This is an optimization exercise on Yosys and OpenROAD, whose aim is small area and few clock cycles, not a production implementation.
Only simulation tests tie the RTL to the original design; equivalence was not proved.
No activity file was given, so power comes from the tool's default toggle rates.

File: run.sh
#!/bin/bash
# synth_recipe.tcl (not shown) runs the flow's synth.tcl, then flattens the netlist and writes it again
# the make line also repeats each setting of config.mk as NAME=value (left out here)
make -C /OpenROAD-flow-scripts/flow DESIGN_CONFIG=/design/flow/config.mk WORK_HOME=/design/flow/orfs CLKGATE_MAP_FILE= SYNTH_SCRIPT=/design/flow/synth_recipe.tcl finish
File: config.mk
export PLATFORM = sky130hd
export DESIGN_NAME = can_codec
export DESIGN_NICKNAME = can_codec
export VERILOG_FILES = /design/flow/design.v
export SDC_FILE = /design/flow/constraint.sdc
export NUM_CORES = 4
export LEC_CHECK = 0
export CAP_MARGIN = 20
export CORE_AREA = 10 10 450 450
export DIE_AREA = 0 0 460 460
export SETUP_SLACK_MARGIN = 0.3
export SLEW_MARGIN = 20
File: constraint.sdc
create_clock -name core_clock -period 6.0 [get_ports {clk}]
set_input_delay 1.2000 -clock core_clock [delete_from_list [all_inputs] [get_ports {clk}]]
set_output_delay 1.2000 -clock core_clock [all_outputs]
set_load 0.01 [all_outputs]
File: design.v
`default_nettype none
module can_enc (
    input  wire         clk,
    input  wire         rst,
    input  wire         in_valid,
    output wire         in_ready,
    input  wire         in_fd,
    input  wire [28:0]  in_id,
    input  wire         in_ext,
    input  wire         in_rtr,
    input  wire         in_fdf,
    input  wire         in_brs,
    input  wire [7:0]   in_len,
    input  wire [511:0] in_data,
    output wire         out_valid,
    input  wire         out_ready,
    output reg  [63:0]  out_word,
    output wire         out_last,
    output wire         out_err
);
    reg       len_ok;
    reg [3:0] dlc;
    reg [2:0] slots;
    always @* begin
        len_ok = 1'b0;
        dlc    = 4'd0;
        slots  = 3'd1;
        if (in_fd) begin
            case (in_len)
                8'd0:  begin len_ok = 1'b1; dlc = 4'd0;  slots = 3'd1; end
                8'd1, 8'd2, 8'd3, 8'd4, 8'd5, 8'd6, 8'd7, 8'd8:
                       begin len_ok = 1'b1; dlc = in_len[3:0]; slots = 3'd2; end
                8'd12: begin len_ok = 1'b1; dlc = 4'd9;  slots = 3'd2; end
                8'd16: begin len_ok = 1'b1; dlc = 4'd10; slots = 3'd2; end
                8'd20: begin len_ok = 1'b1; dlc = 4'd11; slots = 3'd3; end
                8'd24: begin len_ok = 1'b1; dlc = 4'd12; slots = 3'd3; end
                8'd32: begin len_ok = 1'b1; dlc = 4'd13; slots = 3'd3; end
                8'd48: begin len_ok = 1'b1; dlc = 4'd14; slots = 3'd4; end
                8'd64: begin len_ok = 1'b1; dlc = 4'd15; slots = 3'd5; end
                default: ;
            endcase
        end else begin
            len_ok = (in_len <= 8'd8);
            dlc    = in_len[3:0];
            slots  = 3'd1;
        end
    end
    wire [31:0] w0 = {in_ext, in_rtr, 1'b0,
                      in_ext ? in_id : {in_id[10:0], 18'd0}};
    wire [31:0] w1 = {dlc, 2'b00, in_fd & in_fdf, in_fd & in_brs, 24'd0};
    wire [511:0] data_masked;
    genvar gi;
    generate
        for (gi = 0; gi < 64; gi = gi + 1) begin : g_mask
            assign data_masked[511-8*gi -: 8] =
                (gi < in_len) ? in_data[511-8*gi -: 8] : 8'd0;
        end
    endgenerate
    reg         busy;
    reg [3:0]   cnt;
    reg [3:0]   nbeats;
    reg         err_r;
    reg         fd_r;
    reg [63:0]  hdr_r;
    reg [511:0] data_r;
    assign in_ready  = ~busy;
    assign out_valid = busy;
    assign out_last  = (cnt == nbeats - 4'd1);
    assign out_err   = err_r;
    always @(posedge clk) begin
        if (rst) begin
            busy <= 1'b0;
            cnt  <= 4'd0;
        end else if (in_valid && in_ready) begin
            busy   <= 1'b1;
            cnt    <= 4'd0;
            fd_r   <= in_fd;
            err_r  <= ~len_ok;
            nbeats <= len_ok ? {slots, 1'b0} : 4'd1;
            hdr_r  <= len_ok ? {w0, w1} : 64'd0;
            data_r <= len_ok ? data_masked : 512'd0;
        end else if (out_valid && out_ready) begin
            if (out_last) begin
                busy <= 1'b0;
                cnt  <= 4'd0;
            end else begin
                cnt  <= cnt + 4'd1;
            end
        end
    end
    always @* begin
        out_word = 64'd0;
        if (cnt == 4'd0) begin
            out_word = hdr_r;
        end else if (!fd_r) begin
            if (cnt == 4'd1)
                out_word = data_r[511:448];
        end else begin
            case (cnt)
                4'd2: out_word = data_r[511:448];
                4'd3: out_word = data_r[447:384];
                4'd4: out_word = data_r[383:320];
                4'd5: out_word = data_r[319:256];
                4'd6: out_word = data_r[255:192];
                4'd7: out_word = data_r[191:128];
                4'd8: out_word = data_r[127:64];
                4'd9: out_word = data_r[63:0];
                default: out_word = 64'd0;
            endcase
        end
    end
endmodule
module can_dec (
    input  wire         clk,
    input  wire         rst,
    input  wire         in_valid,
    output wire         in_ready,
    input  wire [63:0]  in_word,
    input  wire         in_fd,
    output reg          out_valid,
    input  wire         out_ready,
    output reg          out_err,
    output reg  [28:0]  out_id,
    output reg          out_ext,
    output reg          out_rtr,
    output reg          out_fdf,
    output reg          out_brs,
    output wire [7:0]   out_len,
    output reg  [511:0] out_data,
    output reg  [2:0]   out_status,
    output reg  [2:0]   out_slots
);
    wire [31:0] w0  = in_word[63:32];
    wire [31:0] w1  = in_word[31:0];
    wire [3:0]  dlc = w1[31:28];
    reg [6:0] h_len;
    reg [2:0] h_slots;
    reg       h_err;
    always @* begin
        h_err = 1'b0;
        if (in_fd) begin
            case (dlc)
                4'd9:    h_len = 7'd12;
                4'd10:   h_len = 7'd16;
                4'd11:   h_len = 7'd20;
                4'd12:   h_len = 7'd24;
                4'd13:   h_len = 7'd32;
                4'd14:   h_len = 7'd48;
                4'd15:   h_len = 7'd64;
                default: h_len = {3'd0, dlc};
            endcase
            case (dlc)
                4'd0:                      h_slots = 3'd1;
                4'd11, 4'd12, 4'd13:       h_slots = 3'd3;
                4'd14:                     h_slots = 3'd4;
                4'd15:                     h_slots = 3'd5;
                default:                   h_slots = 3'd2;
            endcase
        end else begin
            h_len   = {3'd0, dlc};
            h_slots = 3'd1;
            h_err   = (dlc > 4'd8);
        end
    end
    reg [3:0] cnt;
    reg [3:0] nbeats;
    reg       fd_r;
    reg [6:0] len_r;
    assign in_ready = ~out_valid;
    assign out_len  = {1'b0, len_r};
    wire       in_fire = in_valid && in_ready;
    wire [3:0] widx    = fd_r ? cnt - 4'd2 : cnt - 4'd1;    
    wire       is_data = fd_r ? (cnt >= 4'd2) : (cnt == 4'd1);
    reg [63:0] wmask;
    integer k;
    always @* begin
        for (k = 0; k < 8; k = k + 1)
            wmask[63-8*k -: 8] = ({widx, 3'd0} + k < len_r) ? 8'hff : 8'h00;
    end
    always @(posedge clk) begin
        if (rst) begin
            out_valid <= 1'b0;
            cnt       <= 4'd0;
        end else begin
            if (out_valid && out_ready)
                out_valid <= 1'b0;
            if (in_fire) begin
                if (cnt == 4'd0) begin
                    fd_r       <= in_fd;
                    out_ext    <= w0[31];
                    out_rtr    <= w0[30];
                    out_id     <= w0[31] ? w0[28:0] : {18'd0, w0[28:18]};
                    out_fdf    <= in_fd & w1[25];
                    out_brs    <= in_fd & w1[24];
                    out_status <= w1[2:0];
                    out_err    <= h_err;
                    out_slots  <= h_slots;
                    len_r      <= h_len;
                    nbeats     <= {h_slots, 1'b0};
                    out_data   <= 512'd0;
                    cnt        <= 4'd1;
                end else begin
                    if (is_data) begin
                        case (widx)
                            4'd0: out_data[511:448] <= in_word & wmask;
                            4'd1: out_data[447:384] <= in_word & wmask;
                            4'd2: out_data[383:320] <= in_word & wmask;
                            4'd3: out_data[319:256] <= in_word & wmask;
                            4'd4: out_data[255:192] <= in_word & wmask;
                            4'd5: out_data[191:128] <= in_word & wmask;
                            4'd6: out_data[127:64]  <= in_word & wmask;
                            4'd7: out_data[63:0]    <= in_word & wmask;
                            default: ;
                        endcase
                    end
                    if (cnt == nbeats - 4'd1) begin
                        cnt       <= 4'd0;
                        out_valid <= 1'b1;
                    end else begin
                        cnt <= cnt + 4'd1;
                    end
                end
            end
        end
    end
endmodule
module can_codec (
    input  wire         clk,
    input  wire         rst,
    input  wire         enc_in_valid,
    output wire         enc_in_ready,
    input  wire         enc_in_fd,
    input  wire [28:0]  enc_in_id,
    input  wire         enc_in_ext,
    input  wire         enc_in_rtr,
    input  wire         enc_in_fdf,
    input  wire         enc_in_brs,
    input  wire [7:0]   enc_in_len,
    input  wire [511:0] enc_in_data,
    output wire         enc_out_valid,
    input  wire         enc_out_ready,
    output wire [63:0]  enc_out_word,
    output wire         enc_out_last,
    output wire         enc_out_err,
    input  wire         dec_in_valid,
    output wire         dec_in_ready,
    input  wire [63:0]  dec_in_word,
    input  wire         dec_in_fd,
    output wire         dec_out_valid,
    input  wire         dec_out_ready,
    output wire         dec_out_err,
    output wire [28:0]  dec_out_id,
    output wire         dec_out_ext,
    output wire         dec_out_rtr,
    output wire         dec_out_fdf,
    output wire         dec_out_brs,
    output wire [7:0]   dec_out_len,
    output wire [511:0] dec_out_data,
    output wire [2:0]   dec_out_status,
    output wire [2:0]   dec_out_slots
);
    can_enc u_enc (
        .clk       (clk),
        .rst       (rst),
        .in_valid  (enc_in_valid),
        .in_ready  (enc_in_ready),
        .in_fd     (enc_in_fd),
        .in_id     (enc_in_id),
        .in_ext    (enc_in_ext),
        .in_rtr    (enc_in_rtr),
        .in_fdf    (enc_in_fdf),
        .in_brs    (enc_in_brs),
        .in_len    (enc_in_len),
        .in_data   (enc_in_data),
        .out_valid (enc_out_valid),
        .out_ready (enc_out_ready),
        .out_word  (enc_out_word),
        .out_last  (enc_out_last),
        .out_err   (enc_out_err)
    );
    can_dec u_dec (
        .clk        (clk),
        .rst        (rst),
        .in_valid   (dec_in_valid),
        .in_ready   (dec_in_ready),
        .in_word    (dec_in_word),
        .in_fd      (dec_in_fd),
        .out_valid  (dec_out_valid),
        .out_ready  (dec_out_ready),
        .out_err    (dec_out_err),
        .out_id     (dec_out_id),
        .out_ext    (dec_out_ext),
        .out_rtr    (dec_out_rtr),
        .out_fdf    (dec_out_fdf),
        .out_brs    (dec_out_brs),
        .out_len    (dec_out_len),
        .out_data   (dec_out_data),
        .out_status (dec_out_status),
        .out_slots  (dec_out_slots)
    );
endmodule
`default_nettype wire
==> results_dict.tcl <==
set metrics [dict create \
    status "finished clean" \
    synthXorXnorAreaFrac 0.003863 \
    placed_cell_area_sq_um 60780 \
    post-route-util 0.3385 \
    die_area_sq_um 211600 \
    yosysWarnings 2 \
    die_h_um 460 \
    power_density_nw_per_um2 290.2 \
    slew_headroom 0.2434 \
    rsz0062_at_grt "false" \
    end_kind "primary output" \
    h-tree-depth 3 \
    core_area_sq_um 192600 \
    hold_buffers 0 \
    ys_types 75 \
    syn-instance-count 2905 \
    worstMarginPinSlew_ns 1.127 \
    ant_nets 0 \
    gp_congestion 0.9286 \
    p_leak_nw 23.43 \
    synth_top_family_by_area "simple AND/OR/NAND/NOR gates" \
    worst_clock_skew_ns 0.05263 \
    wl_um 223000 \
    postCtsSetupBuffers 0 \
    finalNonFillerCells 6828 \
    dieWidth_um 460 \
    setup_tns_ns 0 \
    comb_power_share 0.095 \
    synthMuxAreaShare 0.009069 \
    antenna_found_initial 77 \
    min_period_over_period 0.9405 \
    hold_ws_ns 0.5887 \
    yosysSeqAreaShare 0.7528 \
    vdd.ir_drop.worst_mv 0.2536 \
    grt_max_degree 148 \
    clock_path_buffers 3 \
    layout.area.seq_sq_um 33660 \
    hold_path.class "reg2reg" \
    maxCapViolCount 0 \
    crit_type "reg2out" \
    p_sw_mw 4.473 \
    max_freq_mhz 177.2 \
    fill_cells 18800 \
    vias 33150 \
    power_frac_seq 0.479 \
    drtIter0Drc 3811 \
    post-place-cells 6561 \
    ys.flop_type "edfxtp_1" \
    switching_share 0.2365 \
    path_max_fanout 19 \
    synth_nets 3548 \
    grt_pass1_wl_um 295100 \
    drc 0 \
    first_pass_iters 6 \
    syn_area_sq_um 44700 \
    nets 4801 \
    hold_viol_final 0 \
    cts_root_buf "clkbuf_16" \
    grt_pass1_vias 33470 \
    syn_to_final_growth_pct 45.83 \
    rows 161 \
    slew_viol_final 0 \
    drive_gt1_frac 0.08933 \
    synth_compound_area_frac 0.09013 \
    async_flop_share 0 \
    finalInstanceArea_sq_um 65190 \
    vias_per_cell 4.855 \
    period_needed_ns 5.643 \
    cts_buffers 121 \
    cts_tree "built" \
    worstPathArrival_ns 4.44 \
    synth_edf_count 1114 \
    dp_hpwl_um 168600 \
    post_drt_wl_per_cell_um 32.66 \
    gr-total-overflow 0 \
    start_util 0.2321 \
    required_ns 4.80 \
    synth-simple-area-share 0.1160 \
    grtUsageTotal 0.2002 \
    multi_input_area_sq_um 10330 \
    cts_sinks 1124 \
    clockPowerShare 0.426 \
    crit_path_start_kind "flip-flop" \
    setup_viol_count_final 0 \
    ys_ff_latch 1124 \
    yosys.area_share.adder 0.005038 \
    ios 1255 \
    placement.io_buffers 1253 \
    clk_latency_ns 0.78 \
    p_int_mw 14.44 \
    clkTransAtPathRegs_ns 0.07 \
    syn_area_per_cell_sq_um 15.39 \
]
[Yosys cell counts, drive strengths merged, types with 13 or more instances]
cell type	n	area share
a22o	68	0.013
a22oi	93	0.016
mux2i	27	0.0060
inv	30	0.0025
a211oi	29	0.0050
and3	362	0.051
a21oi	99	0.011
nor2	70	0.0059
a221oi	70	0.014
nand3	20	0.0022
nand2	126	0.011
nor3	93	0.010
buf	73	0.0081
o32a	13	0.0032
clkbuf	146	0.012
a222oi	13	0.0029
edfxtp	1114	0.75
xnor2	13	0.0025
and2	194	0.027
ha	18	0.0050
o21ai	71	0.0079
a311oi	17	0.0033
[registers in the layout, indices dropped and copies added (netlist names)]
signal / flops
u_enc.data_r: 512
u_enc.busy: 1
u_dec.out_ext: 1
u_dec.cnt: 4
u_dec.out_brs: 1
u_enc.err_r: 1
u_dec.out_status: 3
u_enc.nbeats: 3
u_dec.out_slots: 3
u_dec.out_data: 512
u_dec.len_r: 7
u_dec.out_valid: 1
u_enc.fd_r: 1
u_enc.hdr_r: 37
u_dec.out_id: 29
u_dec.fd_r: 1
u_dec.out_rtr: 1
u_dec.out_err: 1
u_dec.out_fdf: 1
u_enc.cnt: 4
[placed cells by master, fill, tap and decap left out, drive strengths merged, types with 12 or more instances in the layout]
| master | n |
|---|---|
| bufinv | 21 |
| xnor2 | 13 |
| clkdlybuf4s50 | 1246 |
| a22o | 68 |
| nor2 | 70 |
| buf | 103 |
| and2 | 194 |
| mux2i | 27 |
| inv | 43 |
| clkinvlp | 12 |
| a311oi | 17 |
| o32a | 13 |
| a222oi | 13 |
| and3 | 362 |
| clkbuf | 138 |
| a211oi | 29 |
| mux2 | 12 |
| diode | 37 |
| a21oi | 99 |
| nand3 | 20 |
| nand2 | 126 |
| a221o | 12 |
| clkinv | 47 |
| ha | 18 |
| a22oi | 93 |
| o21ai | 71 |
| a221oi | 70 |
| edfxtp | 1114 |
| nor3 | 93 |
[power groups by stage]
stage / logic (mW) / registers, mW / clock network [mW]
finish: 1.80 / 9.06 / 8.06
global route: 1.89 / 9.08 / 8.52
CTS: 1.83 / 9.06 / 8.21
detailed placement: 1.82 / 9.23 / 0
global placement: 1.81 / 9.22 / 0
floorplan: 0.507 / 9.33 / 0
[path summary, 6_finish.rpt]
kind	cells after the start	slack, ns	from	end
max	8	0.36	u_enc.cnt[1]	enc_out_word[3]
min reg2reg	2	0.59	u_dec.cnt[2]	u_dec.cnt[2]
max reg2reg	13	1.85	u_dec.cnt[0]	u_dec.out_data[339]
min	2	0.59	u_dec.cnt[2]	u_dec.cnt[2]
[worst max-delay path: stages, from the launching register on]
cell and delay [ns]:
dfxtp_1 0.41, inv_1 0.20, ha_4 0.39, and2_1 0.26, and2_2 0.78, a222oi_1 0.27, o21a_1 0.17, a211oi_1 0.52
clkdlybuf4s50_1 0.65
[kinds of logic (layout without fill, tap and decap cells)]
kind of cell / after synthesis / after routing
fa+ha+maj: 18 / 18
mux: 39 / 39
buf+inv: 250 / 1610
other cells: 1 / 38
compound gates: 544 / 544
xor+xnor: 18 / 18
simple gates: 911 / 911
flops: 1124 / 1124
[final cells by class]
class / count / area share
sequential: 1124 / 0.5163
timing repair buffer: 1349 / 0.2075
multi-input combinational: 1531 / 0.1584
tap: 2526 / 0.04848
clock buffer: 138 / 0.04743
clock inverter: 92 / 0.01862
inverter: 31 / 0.001785
antenna: 37 / 0.001420
[through the flow]
stage                     power (mW)  worst slack (ns)
after floorplan                9.840            -3.928
after global placement         11.03            0.6162
after detailed placement       11.05            0.6598
after CTS                      19.10            0.3203
after global routing           19.49            0.3052
final                          18.92            0.3570
[per-layer routing]
layer	part of all wire	GRT usage	vias to the layer above	wire length, um
li1	-	-	13950	-
met1	0.35	0.2188	16550	77820
met2	0.51	0.3533	2134	112800
met3	0.091	0.05665	467	20320
met4	0.053	0.1011	46	11720
met5	0.0014	0	-	319
[timing repair]
item | in CTS | in global routing
pin swaps | 1 | 0
gates cloned | 0 | 0
resized for setup | 2 | 1
endpoints found under the setup margin | 1 | 1
Testbench counts, summed over its fixed seeds: cycles 18,282.

==> static timing again, ports no longer ideal <==
Ports are ideal in the flow. The routed layout listed here was re-timed in OpenROAD.
Step 1, drivers: a clkbuf_16 drives clk and a buf_2 each remaining input, both assumed.
Step 2 moves the port delays by t, midway between the first and last clock arrival at a register: inputs arrive t later, outputs are due t later. That takes back most of the time a late clock gives input paths.
Slacks: ideal ports / drivers / drivers and shift; pairs: ideal ports / drivers.
shift t [ns]: 0.841
setup WS [ns]: 0.357 / 0.268 / 1.108
worst setup path at the end: register to output
latest minus earliest clock arrival (ns): 0.067 / 0.067
slew at the worst register clock pin (ns): 0.07 / 0.07
After both steps this run still meets setup and hold. The setup slack of this run moves by -0.089 ns with the drivers and by +0.751 ns with both steps.
